Source: an optimization exercise on an open RTL-to-GDS flow (aim: small area, a short achievable clock period and few clock cycles). Production flows keep margins and buffers that such runs may drop.
RTL that was checked went through simulation tests only; none was proved equivalent to the original.
Power is estimated from default activity; no workload was simulated.

==> run E <==
==> flow/design.v (excerpt) <==
module dci_serializer (
    input  wire        clk,
    input  wire        rst,         
    input  wire        cmd_valid,
    output wire        cmd_ready,
    input  wire [31:0] cmd_data,
    input  wire [3:0]  rd_idx,
    output reg  [31:0] rd_data,
    output reg         done
);
    localparam [3:0] C_ILLEGAL = 4'h1, C_RSVD_HDR = 4'h2, C_FINALIZED = 4'h3,
                     C_APP_WIDTH = 4'h4, C_APP_VALUE = 4'h5, C_OVERFLOW = 4'h6,
                     C_FIELD = 4'h7, C_RSVD_VAL = 4'h8, C_NRB = 4'h9,
                     C_FREQ = 4'hA, C_HOPCFG = 4'hB, C_PSIZE = 4'hC;
    localparam [3:0] K_WIDTH = 4'd0, K_NRB = 4'd1, K_HOPCNT = 4'd2, K_HOPFLAG = 4'd3,
                     K_HOPOFF = 4'd4, K_FREQ = 4'd5, K_SMI = 4'd6, K_TBS = 4'd7,
                     K_PSIZE = 4'd8;
    localparam [2:0] B_NONE = 3'd0, B_CLEAR = 3'd1, B_ZEROS = 3'd2, B_APPEND = 3'd3,
                     B_FINAL = 3'd4, B_FIELD = 3'd5, B_COMMIT = 3'd6, B_FAULT = 3'd7;
    reg          halted;
    reg          in_cmd;        
    reg  [7:0]   opc;
    reg  [3:0]   k;             
    reg  [8:0]   nrb;
    reg  [4:0]   fw;
    reg  [1:0]   h;
    reg          hf;
    reg          sulp, sul;
    reg  [1:0]   smi;
    reg          pb;            
    reg          pf;            
    reg  [3:0]   pcause, pfield;
    reg  [2:0]   b_op;
    reg          b_first;       
    reg  [31:0]  R;             
    reg  [7:0]   pos;           
    reg  [127:0] bank0, bank1;
    reg          acc_ptr, out_ptr;
    reg  [7:0]   acc_len, out_len;
    reg          acc_final, out_valid, fault;
    assign cmd_ready = ~halted;
    wire   accept = cmd_valid & ~halted;
    wire [31:0] v = cmd_data;
    wire       is_pack = opc[4];
    wire [2:0] o       = opc[2:0];
    reg  [3:0] nops;
    always @* begin
        if (!is_pack) nops = (o == 3'd2) ? 4'd2 : 4'd1;    
        else case (o)
            3'd0: nops = 4'd14;
            3'd1: nops = 4'd9;
            3'd2: nops = 4'd13;
            3'd3: nops = 4'd9;
            3'd4: nops = 4'd8;
            3'd5: nops = 4'd7;
  ...
export LEC_CHECK = 0
export CAP_MARGIN = 20
export CORE_MARGIN = 2
export CORE_UTILIZATION = 30
export CTS_CLUSTER_DIAMETER = 90
export CTS_CLUSTER_SIZE = 30
export PLACE_DENSITY = 0.45
export SLEW_MARGIN = 20
create_clock -name core_clock -period 14.0 [get_ports {clk}]
standard.sh (not shown) runs the stock make flow with config.mk's settings and CLKGATE_MAP_FILE= SYNTH_SCRIPT=/design/flow/synth_recipe.tcl, a recipe that flattens the netlist after the stock synthesis.
==> flow/flow/run.sh <==
#!/bin/bash
# The standard layout, with repair_timing asked for 6.8 ns of setup slack and
# sky130_fd_sc_hd__buf_2 as the port buffer (every port still gets one).
# The clock, its period and the I/O constraints are the standard flow's, unchanged.
set -euo pipefail
bash standard.sh SETUP_SLACK_MARGIN=6.8 "BUFFER_PORTS_ARGS=-buffer_cell sky130_fd_sc_hd__buf_2" finish > make_finish.log 2>&1
==> run C: changes against run E <==
--- a/flow/design.v
+++ b/flow/design.v
@@ -500,10 +500,11 @@
         bank1 <= (bank1 & {128{k1}}) | (sh & {128{w1}});
     end
     always @(posedge clk) begin
         if (rst) begin
             acc_ptr   <= 1'b0;
+            out_ptr   <= 1'b0;
             acc_len   <= 8'd0;
             acc_final <= 1'b0;
             out_valid <= 1'b0;
             fault     <= 1'b0;
             done      <= 1'b0;
==> flow/flow/run.sh (replaced) <==
#!/bin/bash
# The standard layout, with repair_timing asked for 6.5 ns of setup slack and
# sky130_fd_sc_hd__buf_2 as the port buffer (every port still gets one).
# The clock, its period and the I/O constraints are the standard flow's, unchanged.
set -euo pipefail
bash standard.sh SETUP_SLACK_MARGIN=6.5 "BUFFER_PORTS_ARGS=-buffer_cell sky130_fd_sc_hd__buf_2" finish > make_finish.log 2>&1
--- a/flow/config.mk
+++ b/flow/config.mk
@@ -6,9 +6,9 @@
 export NUM_CORES = 4
 export LEC_CHECK = 0
 export CAP_MARGIN = 20
 export CORE_MARGIN = 2
 export CORE_UTILIZATION = 30
-export CTS_CLUSTER_DIAMETER = 90
-export CTS_CLUSTER_SIZE = 30
+export CTS_CLUSTER_DIAMETER = 75
+export CTS_CLUSTER_SIZE = 25
 export PLACE_DENSITY = 0.45
 export SLEW_MARGIN = 20
==> run A: changes against run E <==
--- a/flow/design.v
+++ b/flow/design.v
@@ -32,10 +32,11 @@
     reg  [3:0]   pcause, pfield;
     reg  [2:0]   b_op;
     reg          b_first;       
     reg  [31:0]  R;             
     reg  [7:0]   pos;           
+    reg  [2:0]   c_op;          
     reg  [127:0] bank0, bank1;
     reg          acc_ptr, out_ptr;
     reg  [7:0]   acc_len, out_len;
     reg          acc_final, out_valid, fault;
     assign cmd_ready = ~halted;
@@ -361,28 +362,34 @@
                     ew = (ck_kind == K_TBS) ? 5'd2 : {1'b0, ck_w}; ev = v;
                 end
             end
         endcase
     end
+    wire       c_fin     = (c_op == B_FINAL || c_op == B_COMMIT);
+    wire       fin_c     = c_fin ? 1'b1 : (c_op == B_CLEAR) ? 1'b0 : acc_final;
     wire       final_fwd = (b_op == B_FINAL || b_op == B_COMMIT) ? 1'b1 :
-                           (b_op == B_CLEAR) ? 1'b0 : acc_final;
+                           (b_op == B_CLEAR) ? 1'b0 : fin_c;
+    wire [7:0] len_c     = (c_op == B_ZEROS || c_op == B_APPEND || c_op == B_COMMIT) ? pos :
+                           (c_op == B_CLEAR) ? 8'd0 : acc_len;
+    wire       ptr_c     = (c_op == B_CLEAR) ? ~out_ptr : (c_op == B_COMMIT) ? pb : acc_ptr;
     wire       w_big     = (v[31:6] != 26'd0) || (v[5] && v[4:0] != 5'd0);
-    wire [8:0] acc_end   = {1'b0, acc_len} + {1'b0, v[7:0]};
-    wire [7:0] pk_end = pos + {3'd0, ew};
+    wire [8:0] acc_end   = {1'b0, len_c} + {1'b0, v[7:0]};
+    wire [7:0] pk_end = ((k == 4'd1) ? 8'd0 : pos) + {3'd0, ew};
     always @(posedge clk) begin
         if (rst) begin
             halted <= 1'b0;
             in_cmd <= 1'b0;
             b_op   <= B_NONE;
+            c_op   <= B_NONE;
         end else begin
+            c_op    <= b_op;
             b_op    <= B_NONE;
             b_first <= 1'b0;
             if (accept) begin
                 if (!in_cmd) begin
                     opc  <= v[7:0];
                     k    <= 4'd1;
-                    pos  <= 8'd0;
                     pf   <= 1'b0;
                     hf   <= 1'b0;
                     sulp <= 1'b0;
                     pfield <= 4'd0;
                     if (v[31:8] != 24'd0) begin
@@ -405,11 +412,11 @@
                 end else if (!is_pack) begin
                     k <= k + 4'd1;
                     if (o == 3'd3) begin    
                         in_cmd <= 1'b0;
                         pos    <= acc_end[7:0];
-                        if (acc_final) begin
+                        if (fin_c) begin
                             pf <= 1'b1; pcause <= C_FINALIZED; pfield <= 4'd0;
                             b_op <= B_FAULT; halted <= 1'b1;
                         end else if (v[31:8] != 24'd0 || acc_end > 9'd128) begin
                             pf <= 1'b1; pcause <= C_OVERFLOW; pfield <= 4'd1;
                             b_op <= B_FAULT; halted <= 1'b1;
@@ -441,11 +448,11 @@
                         pf     <= 1'b1;
                         pcause <= ck_cause;
                         pfield <= k;
                     end
                     if (k == 4'd1) begin
-                        pb  <= ~acc_ptr;
+                        pb  <= ~ptr_c;
                         nrb <= v[8:0];
                         fw  <= fw_of(v[8:0]);
                         h   <= (v[8:0] < 9'd50) ? 2'd1 : 2'd2;    
                     end
                     if (o == 3'd0 && k == 4'd2)
@@ -476,42 +483,44 @@
                     end
                 end
             end
         end
     end
-    wire [6:0]   b_s = 7'd0 - pos[6:0];
-    wire [127:0] sh  = {96'd0, R} << b_s;
+    wire         c_hi = (c_op == B_APPEND);
+    wire [15:0]  wv   = c_hi ? R[31:16] : R[15:0];
+    wire [6:0]   b_s  = {(c_hi ? 3'd1 : 3'd0), 4'd0} - pos[6:0];
+    wire [127:0] sh   = {112'd0, wv} << b_s;
     reg  k0, k1, w0, w1;
     always @* begin
         k0 = 1'b1; k1 = 1'b1; w0 = 1'b0; w1 = 1'b0;
         if (rst) begin
             k0 = 1'b0; k1 = 1'b0;
-        end else case (b_op)
-            B_CLEAR:  if (out_ptr) k0 = 1'b0; else k1 = 1'b0;
-            B_APPEND: if (acc_ptr) w1 = 1'b1; else w0 = 1'b1;
-            B_FIELD, B_COMMIT: begin
-                if (pb) begin w1 = 1'b1; k1 = ~b_first; end
-                else    begin w0 = 1'b1; k0 = ~b_first; end
-            end
-            default: ;
-        endcase
+        end else if (c_op == B_CLEAR) begin
+            if (out_ptr) k0 = 1'b0; else k1 = 1'b0;
+        end else if (c_op == B_APPEND || b_op == B_APPEND) begin
+            if (acc_ptr) w1 = 1'b1; else w0 = 1'b1;
+        end else if (b_op == B_FIELD || b_op == B_COMMIT) begin
+            if (pb) begin w1 = 1'b1; k1 = ~b_first; end
+            else    begin w0 = 1'b1; k0 = ~b_first; end
+        end
     end
     always @(posedge clk) begin
         bank0 <= (bank0 & {128{k0}}) | (sh & {128{w0}});
         bank1 <= (bank1 & {128{k1}}) | (sh & {128{w1}});
     end
     always @(posedge clk) begin
         if (rst) begin
             acc_ptr   <= 1'b0;
+            out_ptr   <= 1'b0;
             acc_len   <= 8'd0;
             acc_final <= 1'b0;
             out_valid <= 1'b0;
             fault     <= 1'b0;
             done      <= 1'b0;
         end else begin
-            done <= (b_op != B_NONE) && (b_op != B_FIELD);
-            case (b_op)
+            done <= (c_op != B_NONE) && (c_op != B_FIELD);
+            case (c_op)
                 B_CLEAR: begin
                     acc_ptr   <= ~out_ptr;
                     acc_len   <= 8'd0;
                     acc_final <= 1'b0;
                 end
@@ -536,22 +545,25 @@
                 end
                 default: ;
             endcase
         end
     end
-    wire       rd_acc = (rd_idx[3:2] == 2'd1);
-    wire       rd_out = (rd_idx[3:2] == 2'd2);
-    wire       rd_b1  = (rd_acc & acc_ptr) | (rd_out & out_ptr);
-    wire       rd_b0  = (rd_acc & ~acc_ptr) | (rd_out & ~out_ptr);
-    wire [3:0] rd_w   = 4'b0001 << rd_idx[1:0];
-    wire [3:0] rd_s   = (rd_idx[3:2] == 2'd0) ? rd_w : 4'd0;
-    integer    rj;
+    wire [3:0]  rd_dec = 4'b0001 << rd_idx[1:0];
+    reg  [31:0] rd_w0, rd_w1, rd_ws;
+    integer     rj;
     always @* begin
-        rd_data = ({32{rd_s[0]}} & {29'd0, out_valid, acc_final, fault}) |
-                  ({32{rd_s[1] & fault}} & {12'd0, pfield, opc, 4'd0, pcause}) |
-                  ({32{rd_s[2]}} & {24'd0, acc_len}) |
-                  ({32{rd_s[3]}} & {24'd0, out_len});
-        for (rj = 0; rj < 4; rj = rj + 1)
-            rd_data = rd_data | ({32{rd_b0 & rd_w[rj]}} & bank0[127 - 32 * rj -: 32]) |
-                                ({32{rd_b1 & rd_w[rj]}} & bank1[127 - 32 * rj -: 32]);
-    end
+        rd_w0 = 32'd0;
+        rd_w1 = 32'd0;
+        for (rj = 0; rj < 4; rj = rj + 1) begin
+            rd_w0 = rd_w0 | ({32{rd_dec[rj]}} & bank0[127 - 32 * rj -: 32]);
+            rd_w1 = rd_w1 | ({32{rd_dec[rj]}} & bank1[127 - 32 * rj -: 32]);
+        end
+        rd_ws = ({32{rd_dec[0]}} & {29'd0, out_valid, acc_final, fault}) |
+                ({32{rd_dec[1] & fault}} & {12'd0, pfield, opc, 4'd0, pcause}) |
+                ({32{rd_dec[2]}} & {24'd0, acc_len}) |
+                ({32{rd_dec[3]}} & {24'd0, out_len});
+    end
+    wire        rd_s0 = rd_idx[3] ? (~rd_idx[2] & ~out_ptr) : (rd_idx[2] & ~acc_ptr);
+    wire        rd_s1 = rd_idx[3] ? (~rd_idx[2] &  out_ptr) : (rd_idx[2] &  acc_ptr);
+    wire        rd_ss = ~rd_idx[3] & ~rd_idx[2];
+    always @* rd_data = ({32{rd_s0}} & rd_w0) | ({32{rd_s1}} & rd_w1) | ({32{rd_ss}} & rd_ws);
 endmodule
==> flow/flow/run.sh (replaced) <==
#!/bin/bash
# The standard layout, with repair_timing asked for 7.1 ns of setup slack and
# sky130_fd_sc_hd__buf_2 as the port buffer (every port still gets one).
# The clock, its period and the I/O constraints are the standard flow's, unchanged.
set -euo pipefail
bash standard.sh SETUP_SLACK_MARGIN=7.1 "BUFFER_PORTS_ARGS=-buffer_cell sky130_fd_sc_hd__buf_2" finish > make_finish.log 2>&1
--- a/flow/config.mk
+++ b/flow/config.mk
@@ -5,10 +5,10 @@
 export SDC_FILE = /design/flow/constraint.sdc
 export NUM_CORES = 4
 export LEC_CHECK = 0
 export CAP_MARGIN = 20
 export CORE_MARGIN = 2
-export CORE_UTILIZATION = 30
+export CORE_UTILIZATION = 52
 export CTS_CLUSTER_DIAMETER = 90
 export CTS_CLUSTER_SIZE = 30
-export PLACE_DENSITY = 0.45
+export PLACE_DENSITY = 0.65
 export SLEW_MARGIN = 20
==> comparison <==
The lowest worst setup slack belongs to run C, the highest to run A. Worst hold slack, highest first: run E, run C, run A. Between run A and run C, the lower combinational power is in run A (gap 32%, measured against run C). Between run C and run E, the lower sequential share of layout area is in run E (gap 0.72 points). In run E the core utilization is lower than in run A, by 24 points. Global-route usage, lowest first: run C, run E, run A. Against run C, the synthesized area of run A is smaller by about 0.6%. Critical path depth, highest first: run E, run C, run A.
==> figures <==
Post-route minimum period: run C 7460 ps; run A 6950 ps; run E 7230 ps
Standard cell core area: run C 75600 um^2; run A 43000 um^2; run E 75700 um^2
Combinational cell fraction of total power: run C 14.7%; run A 11.5%; run E 16.2%
Peak VDD IR: run C 0.0000877 V; run A 0.0000765 V; run E 0.0000766 V
Vias in the first global route: run C 20200; run A 18600; run E 20700
Std cell rows: run C 101; run A 76; run E 101
Arrival time reported for the critical path endpoint: run C 4660 ps; run A 4150 ps; run E 4430 ps
Initial antenna violation count: run C 2; run A 0; run E 2
Starting density of the core: run C 30.1%; run A 52.7%; run E 30.2%
Hold EP: run C bank1[22]$_DFF_P_; run A bank1[58]$_DFF_P_; run E bank0[19]$_DFF_P_
Mapped Nets: run C 2678; run A 2548; run E 2714
Worst reg2reg path depth: run C 32; run A 30; run E 31
Outcome: run C complete, no violations; run A complete, no violations; run E complete, no violations
Pin count of the biggest net entering global routing: run C 89; run A 101; run E 79
Post-Route WL: run C 88.8 mm; run A 74.1 mm; run E 92.5 mm
Worst slack at placement: run C 6000 ps; run A 5930 ps; run E 5990 ps
Int Pwr: run C 0.00176 W; run A 0.00161 W; run E 0.00165 W
Testbench counts of run A, summed over its fixed seeds: cycles 15,879.
Only the layout flow was run in run E and run C; the RTL was not checked for function there.

separate check: timing with driven ports:
Ports are ideal in the flow. The routed layouts listed here were re-timed in OpenROAD. Step 1: set_driving_cell puts a clkbuf_16 on clk and a buf_2 on each other input, an assumption about the parent block. Step 2 moves the port delays by t, midway between the first and last clock arrival at a register: inputs arrive t later, outputs are due t later. That takes back most of the time a late clock gives input paths. a / b / c = ideal / step 1 / step 2; a / b = the first two.
| run | t (ns) | setup WS [ns] | worst setup path at the end | slew at the worst register clock pin (ns) | pins driven straight from the clock port |
|---|---|---|---|---|---|
| run E | 0.653 | 6.772 / 6.715 / 6.715 | input to output | 0.12 / 0.12 | 1 |
| run C | 0.688 | 6.543 / 6.501 / 6.501 | input to output | 0.11 / 0.11 | 1 |
| run A | 0.621 | 7.054 / 6.905 / 6.905 | input to output | 0.12 / 0.12 | 1 |
After both steps setup and hold are still met in every run listed. For run A, which loses most, drivers alone change the setup slack by -0.149 ns; drivers and shift together by -0.149 ns.
